What follows belongs to an exercise in optimizing a design on an open flow for a short achievable clock period and few clock cycles; a production flow would make more cautious choices.
In this exercise RTL edits were held to simulation tests only and were not proved equivalent to the original.

===== flow/run.sh =====
#!/bin/bash
# synth_recipe.tcl (not shown) runs the flow's synth.tcl, then flattens the netlist and writes it again
# the make line also repeats each setting of config.mk as NAME=value (left out here)
make -C /OpenROAD-flow-scripts/flow DESIGN_CONFIG=/design/flow/config.mk WORK_HOME=/design/flow/orfs CLKGATE_MAP_FILE= SYNTH_SCRIPT=/design/flow/synth_recipe.tcl finish

===== flow/config.mk =====
export PLATFORM = sky130hd
export DESIGN_NAME = mcc_core
export DESIGN_NICKNAME = mcc_core
export VERILOG_FILES = /design/flow/design.v
export SDC_FILE = /design/flow/constraint.sdc
export NUM_CORES = 4
export LEC_CHECK = 0
export CAP_MARGIN = 20
export CORE_MARGIN = 2
export CORE_UTILIZATION = 40
export PLACE_DENSITY = 0.6
export SLEW_MARGIN = 20

===== flow/constraint.sdc =====
create_clock -name core_clock -period 10.0 [get_ports {clk}]
set_input_delay 2.0000 -clock core_clock [delete_from_list [all_inputs] [get_ports {clk}]]
set_output_delay 2.0000 -clock core_clock [all_outputs]
set_load 0.01 [all_outputs]

===== flow/design.v =====
module mcc_core (
    input  wire        clk,
    input  wire        rst,           
    output wire [31:0] imem_addr,
    input  wire [31:0] imem_rdata,
    output wire        dmem_valid,
    output wire        dmem_we,
    output wire [31:0] dmem_addr,
    output wire [31:0] dmem_wdata,
    input  wire        dmem_ready,
    input  wire [31:0] dmem_rdata,
    output wire        wb_valid,
    output wire [3:0]  wb_reg,
    output wire [31:0] wb_data,
    output wire        halted
);
    localparam [6:0] OP_ADD  = 7'd0,  OP_SUB  = 7'd1,  OP_AND  = 7'd2,
                     OP_OR   = 7'd3,  OP_XOR  = 7'd4,  OP_MUL  = 7'd5,
                     OP_SLL  = 7'd6,  OP_SRL  = 7'd7,  OP_SRA  = 7'd8,
                     OP_BEQ  = 7'd9,  OP_BNE  = 7'd10, OP_BLT  = 7'd11,
                     OP_BGT  = 7'd12, OP_BLE  = 7'd13, OP_BGE  = 7'd14,
                     OP_JAL  = 7'd15, OP_LW   = 7'd16, OP_SW   = 7'd17,
                     OP_LL   = 7'd18, OP_SC   = 7'd19, OP_HALT = 7'd20;
    reg [31:0] pc;
    reg        drained;
    reg [1:0]  hz_count;
    reg [31:0] regs [2:15];           
    reg        d_valid;
    reg [31:0] d_instr;
    reg [31:0] d_pc;
    reg        e_valid;
    reg [6:0]  e_op;
    reg        e_wr;
    reg [3:0]  e_dest;
    reg [31:0] e_a;
    reg [31:0] e_b;
    reg [31:0] e_sdata;
    reg [31:0] e_ret;
    reg        m_valid;
    reg [6:0]  m_op;
    reg        m_wr;
    reg [3:0]  m_dest;
    reg [31:0] m_res;                 
    reg [31:0] m_sdata;
    reg        w_valid;
    reg        w_halt;
    reg        w_wr;
    reg [3:0]  w_dest;
    reg [31:0] w_val;
    function is_regop(input [6:0] op);
        is_regop = (op <= OP_SRA);
    endfunction
    function is_branch(input [6:0] op);
        is_branch = (op >= OP_BEQ) && (op <= OP_BGE);
    endfunction
    function is_mem(input [6:0] op);
        is_mem = (op == OP_LW) || (op == OP_SW) || (op == OP_LL) || (op == OP_SC);
    endfunction
    wire        d_isel = d_instr[31];
    wire [6:0]  d_op   = d_instr[30:24];
    wire [3:0]  d_rd   = d_instr[23:20];
    wire [3:0]  d_rs   = d_instr[19:16];
    wire [3:0]  d_rt   = d_instr[15:12];
    wire [31:0] d_imm  = {{20{d_instr[11]}}, d_instr[11:0]};
    wire [31:0] rs_val = (d_rs < 4'd2) ? 32'd0 : regs[d_rs];
    wire [31:0] rt_val = (d_rt < 4'd2) ? 32'd0 : regs[d_rt];
    wire [31:0] rd_val = (d_rd < 4'd2) ? 32'd0 : regs[d_rd];
    wire [31:0] d_a = rs_val;
    wire [31:0] d_b = d_isel ? d_imm : rt_val;
    wire use_rs = d_valid && (is_regop(d_op) || is_branch(d_op) || is_mem(d_op));
    wire use_rt = d_valid && ((is_regop(d_op) && !d_isel) || is_branch(d_op) || is_mem(d_op));
    wire use_rd = d_valid && ((d_op == OP_SW) || (d_op == OP_SC));
    function reads_reg(input [3:0] r);
        reads_reg = (r >= 4'd2) &&
                    ((use_rs && d_rs == r) || (use_rt && d_rt == r) || (use_rd && d_rd == r));
    endfunction
    wire hz_e = e_valid && e_wr && reads_reg(e_dest);
    wire hz_m = m_valid && m_wr && reads_reg(m_dest);
    wire hz_w = w_valid && w_wr && reads_reg(w_dest);
    wire [1:0] hz_new = hz_e ? 2'd3 : hz_m ? 2'd2 : hz_w ? 2'd1 : 2'd0;
    wire [1:0] hz_cur = (hz_count != 2'd0) ? hz_count : hz_new;
    wire       hz_stall = (hz_cur != 2'd0);
    reg        d_wr;
    reg [3:0]  d_dest;
    always @(*) begin
        d_wr   = 1'b0;
        d_dest = d_rd;
        if (d_valid) begin
            if (d_op == OP_JAL) begin
                d_wr   = 1'b1;
                d_dest = 4'd15;
            end else if (is_regop(d_op) || d_op == OP_LW || d_op == OP_LL || d_op == OP_SC) begin
                d_wr = (d_rd >= 4'd2);
            end
        end
    end
    reg br_cond;
    always @(*) begin
        case (d_op)
            OP_BEQ:  br_cond = (d_a == d_b);
            OP_BNE:  br_cond = (d_a != d_b);
            OP_BLT:  br_cond = ($signed(d_a) <  $signed(d_b));
            OP_BGT:  br_cond = ($signed(d_a) >  $signed(d_b));
            OP_BLE:  br_cond = ($signed(d_a) <= $signed(d_b));
            OP_BGE:  br_cond = ($signed(d_a) >= $signed(d_b));
            default: br_cond = 1'b0;
        endcase
    end
    wire d_taken = d_valid && ((is_branch(d_op) && br_cond) || d_op == OP_JAL);
    reg [31:0] alu;
    always @(*) begin
        case (e_op)
            OP_ADD:  alu = e_a + e_b;
            OP_SUB:  alu = e_a - e_b;
            OP_AND:  alu = e_a & e_b;
            OP_OR:   alu = e_a | e_b;
            OP_XOR:  alu = e_a ^ e_b;
            OP_MUL:  alu = e_a * e_b;
            OP_SLL:  alu = e_a << e_b;
            OP_SRL:  alu = e_a >> e_b;
            OP_SRA:  alu = $signed(e_a) >>> e_b;
            OP_JAL:  alu = e_ret;
            default: alu = e_a + e_b;     
        endcase
    end
    wire m_access  = m_valid && is_mem(m_op);
    wire mem_stall = m_access && !dmem_ready;
    assign dmem_valid = m_access && !drained;
    assign dmem_we    = (m_op == OP_SW) || (m_op == OP_SC);
    assign dmem_addr  = m_res;
    assign dmem_wdata = m_sdata;
    reg [31:0] m_val;
    always @(*) begin
        case (m_op)
            OP_LW, OP_LL: m_val = dmem_rdata;
            OP_SC:        m_val = 32'd1;      
            default:      m_val = m_res;
        endcase
    end
    assign imem_addr = pc;
    assign wb_valid  = w_valid && w_wr && !drained;
    assign wb_reg    = w_dest;
    assign wb_data   = w_val;
    assign halted    = drained;
    wire [6:0] f_op = imem_rdata[30:24];
    integer i;
    always @(posedge clk) begin
        if (rst) begin
            pc       <= 32'd0;
            drained  <= 1'b0;
            hz_count <= 2'd0;
            d_valid  <= 1'b0;
            e_valid  <= 1'b0;
            m_valid  <= 1'b0;
            w_valid  <= 1'b0;
            for (i = 2; i < 16; i = i + 1)
                regs[i] <= 32'd0;
        end else if (!drained) begin
            if (w_valid && w_wr)
                regs[w_dest] <= w_val;
            if (w_valid && w_halt)
                drained <= 1'b1;
            if (mem_stall) begin
                w_valid <= 1'b0;
            end else begin
                w_valid <= m_valid;
                w_halt  <= (m_op == OP_HALT);
                w_wr    <= m_wr;
                w_dest  <= m_dest;
                w_val   <= m_val;
            end
            if (!mem_stall) begin
                m_valid <= e_valid;
                m_op    <= e_op;
                m_wr    <= e_wr;
                m_dest  <= e_dest;
                m_res   <= alu;
                m_sdata <= e_sdata;
                if (hz_stall) begin
                    e_valid  <= 1'b0;
                    hz_count <= hz_cur - 2'd1;
                end else begin
                    e_valid <= d_valid;
                    e_op    <= d_op;
                    e_wr    <= d_wr;
                    e_dest  <= d_dest;
                    e_a     <= d_a;
                    e_b     <= d_b;
                    e_sdata <= rd_val;
                    e_ret   <= d_pc + 32'd1;
                    if (d_taken) begin
                        pc      <= d_imm;
                        d_valid <= 1'b0;
                    end else begin
                        d_valid <= 1'b1;
                        d_instr <= imem_rdata;
                        d_pc    <= pc;
                        if (f_op != OP_HALT)
                            pc <= pc + 32'd1;
                    end
                end
            end
        end
    end
endmodule

==> results.json <==
{
  "gr-total-overflow": 0,
  "yosysWarnings": 1,
  "finalNonFillerCells": 8207,
  "nNetsFinal": 6635,
  "core_area_sq_mm": 0.169,
  "ant_nets": 0,
  "async_flop_share": 0,
  "layout_commonest_cell": "edfxtp_1",
  "drc": 0,
  "drv_slew": 0,
  "skew_ns": 0.0401,
  "slew_headroom": 0.174,
  "cpLargestDelayFamily": "adder cells",
  "layout_common_cells": "edfxtp_1, nor2_1, inv_1, and2_1, mux4_2",
  "avgViaCountPerCell": 6.19,
  "htree_levels": 3,
  "dp.final_hpwl_mm": 188,
  "place_congestion": 1.07,
  "cp.arrival_ns": 9.21,
  "netlist_top_cells_area": "edfxtp_1, mux4_2, fa_1",
  "crit_path_start_kind": "register",
  "vias": 50800,
  "use_met3": 0.0660,
  "path_cells": "inv_2 -> buf_4 -> nor2_1 -> fa_1 -> inv_1 -> fa_1 -> fa_1 -> fa_1 -> inv_1 -> ha_1 -> ha_1 -> fa_1 -> fa_1 -> ha_1 -> a21oi_1 -> nor2b_1 -> o31ai_1 -> a21oi_1 -> a311oi_1 -> xnor2_1 -> a211oi_1 -> buf_4 -> a21oi_1",
  "crit_path_frequent_cell": "fa_1",
  "dieArea_sq_mm": 0.173,
  "top_usage_layer": "met2",
  "cts_hold_buf": 0,
  "row_count": 151,
  "numCtsBuffers": 99,
  "synth_top_area_frac": 0.366,
  "fp.dieW_um": 416,
  "wirelength_mm": 267,
  "track_usage": 0.306,
  "cts_setup_buffers": 0,
  "min_period_over_period": 0.879,
  "cts.reportedPaths.clkPinSlew_ns": 0.06,
  "synth.avg_cell_area_sq_um": 11.6,
  "fin_crit_ns": 8.79,
  "drive_above_1_share": 0.150,
  "die_y_um": 416,
  "synth_edf_count": 830,
  "synthFlopType": "edfxtp_1",
  "fmax_ghz": 0.114,
  "drt_iter0_markers": 6094,
  "grt_pass1_vias": 51500,
  "insertion_delay_ns": 0.73,
  "synth_seq_cells": 877,
  "netlist_area_sq_mm": 0.0680,
  "boundaryPins": 203,
  "yosys.area.top_type": "edfxtp_1",
  "grt_util_met2": 0.487,
  "cp_slowest_stage_delay_ns": 1.02,
  "critical_path_class": "register to register",
  "syn2layout_area_growth_pct": 11.6,
  "grt_antenna_before_repair": 11,
  "crit_fanout": 27,
  "synth.distinct_cells": 93,
  "initial_core_util": 0.402,
  "grt_max_degree": 131,
  "setup_viol": 0,
  "synthCells": 5849,
  "path_buf_inv": 5,
  "cp.required_ns": 10.42,
  "ys_seq_area_frac": 0.380,
  "rsz0062_at_grt": "no",
  "finalHoldViolations": 0,
  "cts_root_buffer": "clkbuf_16",
  "worstMarginPinSlew_ns": 1.23,
  "synth_nets": 6579,
  "io_buffer_count": 202,
  "status": "no timing/DRC/antenna violations",
  "fin_tns_setup_ns": 0,
  "place_inst": 8022,
  "rrSetupSlack_ns": 1.21,
  "dr.pass1.iters": 8,
  "cap_violations": 0,
  "cts_tree": "done",
  "cp-end-kind": "register",
  "worstHoldPathType": "register to register",
  "wl_per_cell_um": 32.5,
  "use_met1": 0.379,
  "cts_sinks": 877,
  "grt_pass1_wl_mm": 379,
  "cts_resized": 0,
  "clock_path_buffers": 3,
  "slowest_stage": "a211oi_1"
}
synth_stat cells (31+ instances only):
cell / n
a211oi_1: 36
a21oi_1: 225
a221oi_1: 58
a22o_1: 33
a31oi_1: 42
and2_1: 459
buf_1: 88
clkbuf_1: 322
dfxtp_1: 47
edfxtp_1: 830
fa_1: 409
ha_1: 254
inv_1: 477
mux2_2: 71
mux2i_1: 115
mux4_2: 416
nand2_1: 395
nand3_1: 75
nand4_1: 31
nor2_1: 544
nor2b_1: 47
nor3_1: 77
o21a_1: 32
o21ai_0: 112
xnor2_1: 143
xor2_1: 61
cells by family (layout without fill, tap and decap cells):
logic type	count (synthesis)	in the layout	synth area share
and+or+nand+nor	1794	1794	0.130
buffers and inverters	923	1057	0.0518
DFF	877	877	0.380
AOI/OAI and AO/OA	786	786	0.0779
adders and majority gates	663	663	0.167
muxes	602	602	0.166
xor gates and xnor gates	204	204	0.0263
other	0	6	0
flip-flops by register name (all words and copies together), names as in the netlist, 7 cells and up, named ones only:
| register | count |
|---|---|
| d_pc | 32 |
| d_instr | 32 |
| e_a | 32 |
| e_sdata | 32 |
| e_op | 7 |
| pc | 32 |
| m_res | 32 |
| m_sdata | 32 |
| w_val | 32 |
| regs | 512 |
| m_op | 7 |
| e_ret | 32 |
| e_b | 32 |
layer usage:
| layer | share of wire | up-vias |
|---|---|---|
| li1 | - | 21100 |
| met1 | 0.37 | 26100 |
| met2 | 0.46 | 2789 |
| met3 | 0.092 | 760 |
| met4 | 0.074 | 4 |
| met5 | 0.00010 | - |
path summary, 6_finish.rpt:
kind,start,to,cells past startpoint
max,e_b[2],m_res[19],23
min,e_sdata[14],m_sdata[14],0
max reg2reg,e_b[2],m_res[19],23
min reg2reg,e_sdata[14],m_sdata[14],0
per-stage QoR:
step | utilization | area (sq um) | hold slack [ns] | worst slack, ns
floorplan | - | 68000 | 0.400 | 1.10
global placement | 0.430 | 72800 | 0.404 | 1.63
detailed placement | 0.430 | 72800 | 0.405 | 1.48
CTS | 0.449 | 75900 | 0.416 | 1.46
global route | 0.449 | 75900 | 0.418 | 1.12
finish | 0.449 | 75900 | 0.418 | 1.21
cell type report:
class	count	area, sq um
clock inverter	51	420
timing repair buffer	376	3400
antenna	6	15.0
multi-input combinational	4049	38800
clock buffer	128	2680
fill	15500	93200
sequential	877	25900
inverter	502	1880
tap	2218	2780
Testbench counts, summed over its fixed seeds: cycles 87,673.

[afterwards: timing with drivers on the ports]
The results above use ideal ports. As a check the final layout listed here was re-extracted and re-timed, cells and wires unchanged. Step 1 assumes that a clkbuf_16 drives the clock port and a buf_2 every other input. Step 2, shift: input delay + t, output delay - t, t = (earliest + latest rising clock arrival at the registers) / 2. This alone moves slack from input paths to output paths. a / b / c = ideal ports / drivers / drivers and shift; a / b = the first two.
t (ns): 0.791
slack for setup (ns): 1.212 / 1.212 / 1.212
worst data-port slew with drivers (ns): 0.06
After both steps this run still meets setup and hold. The setup slack of this run moves by 0.000 ns with the drivers and by 0.000 ns with both steps.
